What follows belongs to an exercise in optimizing a design on an open flow for small area; a production flow would make more cautious choices. The RTL was checked by simulation tests, not by an equivalence proof against the original design. Power figures rest on the tool's default switching activity, not on a simulated workload.

==> build 50: inputs <==
Design epdl_core, start of the top module:
module epdl_core (
    input  wire        clk,
    input  wire        rst_n,
    input  wire        op_valid,
    output wire        op_ready,
    input  wire [63:0] op_word,
    output reg         rsp_valid,
    output reg  [31:0] rsp_word,
    output reg         rsp_refused,
    output wire        cs_n,
    output wire        dc,
    output reg         epd_rst_n,
    output wire        sck,
    output wire        mosi,
    input  wire        busy
);
    localparam [7:0] THRESHOLD = 8'd7;
    localparam [31:0] SPI_HZ_DEFAULT = 32'd25000;
    localparam [7:0] OP_BUS_RESET = 8'h01, OP_BUS_INIT = 8'h02, OP_TXN_START = 8'h03,
                     OP_TXN_END = 8'h04, OP_WCMD = 8'h05, OP_WDATA = 8'h06,
                     OP_WCMD_T = 8'h07, OP_WDATA_T = 8'h08, OP_INIT = 8'h10,
                     OP_ENTER_FULL = 8'h11, OP_ENTER_PARTIAL = 8'h12,
                     OP_DRAW_PIXEL = 8'h13, OP_FILL = 8'h14, OP_UPDATE = 8'h15,
                     OP_UPDATE_PF = 8'h16, OP_IS_BUSY = 8'h17, OP_WAIT_BUSY = 8'h18,
                     OP_SET_ROTATION = 8'h19, OP_GET_PIXEL = 8'h1A, OP_READ_REG = 8'h1B,
                     OP_CLEAR_STATUS = 8'h1C;
    localparam integer F_NO_TXN = 0, F_REENTRANT = 1, F_UNMATCHED_END = 2, F_ROTATION = 3,
                       F_POWER_STATE = 4, F_WAIT_TIMEOUT = 5, F_UPDATE_DROPPED = 6,
                       F_ILLEGAL_OP = 7, F_NOT_INIT = 8, F_HAZ_BUSY = 9,
                       F_TXN_ABANDONED = 10, F_RESTORE = 11;
    localparam [3:0] SQ_PTR = 4'd0, SQ_AREA = 4'd1, SQ_LUTF = 4'd2, SQ_LUTP = 4'd3,
                     SQ_PIX = 4'd4, SQ_PON = 4'd5, SQ_UPDF = 4'd6, SQ_UPDP = 4'd7,
                     SQ_CFG = 4'd8,
                     SQ_R_START = 4'd9,     
                     SQ_R_END   = 4'd10,    
                     SQ_R_C     = 4'd11,    
                     SQ_R_D     = 4'd12,    
                     SQ_R_CT    = 4'd13,    
                     SQ_R_DT    = 4'd14;    
    localparam [1:0] K_TXN = 2'd0, K_WAIT = 2'd1, K_POLL = 2'd2, K_DELAY = 2'd3;
    localparam [3:0] U_FIN = 4'd0, U_TXN = 4'd1, U_WAIT = 4'd2, U_DLY = 4'd3,
                     U_CFGIDLE = 4'd4, U_RSTLO = 4'd5, U_RSTHI = 4'd6, U_NOP = 4'd7,
                     U_JMP = 4'd8, U_CALL = 4'd9, U_RET = 4'd10, U_EM = 4'd11,
                     U_NOTINIT = 4'd12, U_PFCHK = 4'd13, U_PFEND = 4'd14, U_POLL = 4'd15;
  ...
clock: 10.0 ns
lec_check: 0
cap_margin: 30
core_margin: 2
core_utilization: 35
slew_margin: 40
run.sh (not shown) runs the stock make flow with config.mk's settings and CLKGATE_MAP_FILE= SYNTH_SCRIPT=/design/flow/synth_recipe.tcl, a recipe that flattens the netlist after the stock synthesis.
==> inputs of build 65, as changes to build 50 <==
Settings changed: CAP_MARGIN 30 to 20, CORE_UTILIZATION 35 to 50, CTS_BUF_LIST from default to sky130_fd_sc_hd__clkbuf_4 sky130_fd_sc_hd__clkbuf_8, CTS_CLUSTER_SIZE from default to 30, SLEW_MARGIN 40 to 20.
==> results_dict.tcl <==
set metrics [dict create \
    dieArea_um2 98700 \
    path_depth 13 \
    combPwrFrac 0.369 \
    status "timing/DRC/antenna clean" \
    route.detailed.vias_per_inst 6.16 \
    cts_root_buf "clkbuf_16" \
    drtPass1Iterations 7 \
    wl_per_cell_um 27.6 \
    setup_slack_ns 0.452 \
    antenna_found_initial 2 \
    combinationalPower_mw 3.79 \
    multi_input_area_share 0.353 \
    drive_above_1_share 0.134 \
    pwr-share-seq 0.368 \
]
-- figures above: build 50

==> results_dict.tcl <==
set metrics [dict create \
    status "timing/DRC/antenna clean" \
    dieArea_um2 69400 \
    combPwrFrac 0.382 \
    route.detailed.vias_per_inst 6.71 \
    n_all_buffers 245 \
    multi_input_area_share 0.359 \
    combinationalPower_mw 3.86 \
    pwr-share-seq 0.371 \
    cts_root_buf "clkbuf_8" \
    rows 95 \
    wl_per_cell_um 29.8 \
    drtPass1Iterations 6 \
    antenna_found_initial 3 \
    setup_slack_ns 0.352 \
    drive_above_1_share 0.143 \
    netSwitchingPower_mw 3.98 \
]
-- figures above: build 65

re-timing with driven ports:
How much do the figures lean on ideal ports? The routed layouts below were timed once more, with nothing changed but the port constraints.
Step 1 (the two cells are an assumption about what drives the block):
set clk [get_ports {clk}]
set_driving_cell -lib_cell sky130_fd_sc_hd__clkbuf_16 $clk
set_driving_cell -lib_cell sky130_fd_sc_hd__buf_2 [delete_from_list [all_inputs] $clk]
Step 2 adds t to the input delays and takes it off the output delays; t is the mean of the earliest and latest rising clock arrival at the registers after step 1. Input paths then give back, and output paths get back, about the clock's delay inside the block.
a / b / c = ideal / step 1 / step 2; a / b = the first two.
run | t (ns) | slack for setup (ns) | latest minus earliest clock arrival (ns) | slew at the worst register clock pin (ns) | worst data-port slew with drivers (ns)
build 50 | 0.699 | 0.452 / 0.419 / 0.419 | 0.043 / 0.043 | 0.07 / 0.07 | 0.10
build 65 | 0.793 | 0.352 / 0.323 / 0.323 | 0.049 / 0.049 | 0.08 / 0.08 | 0.10
After both steps setup and hold are still met in every run listed. The setup slack of build 50, which loses most, moves by -0.033 ns with the drivers and by -0.033 ns with both steps.
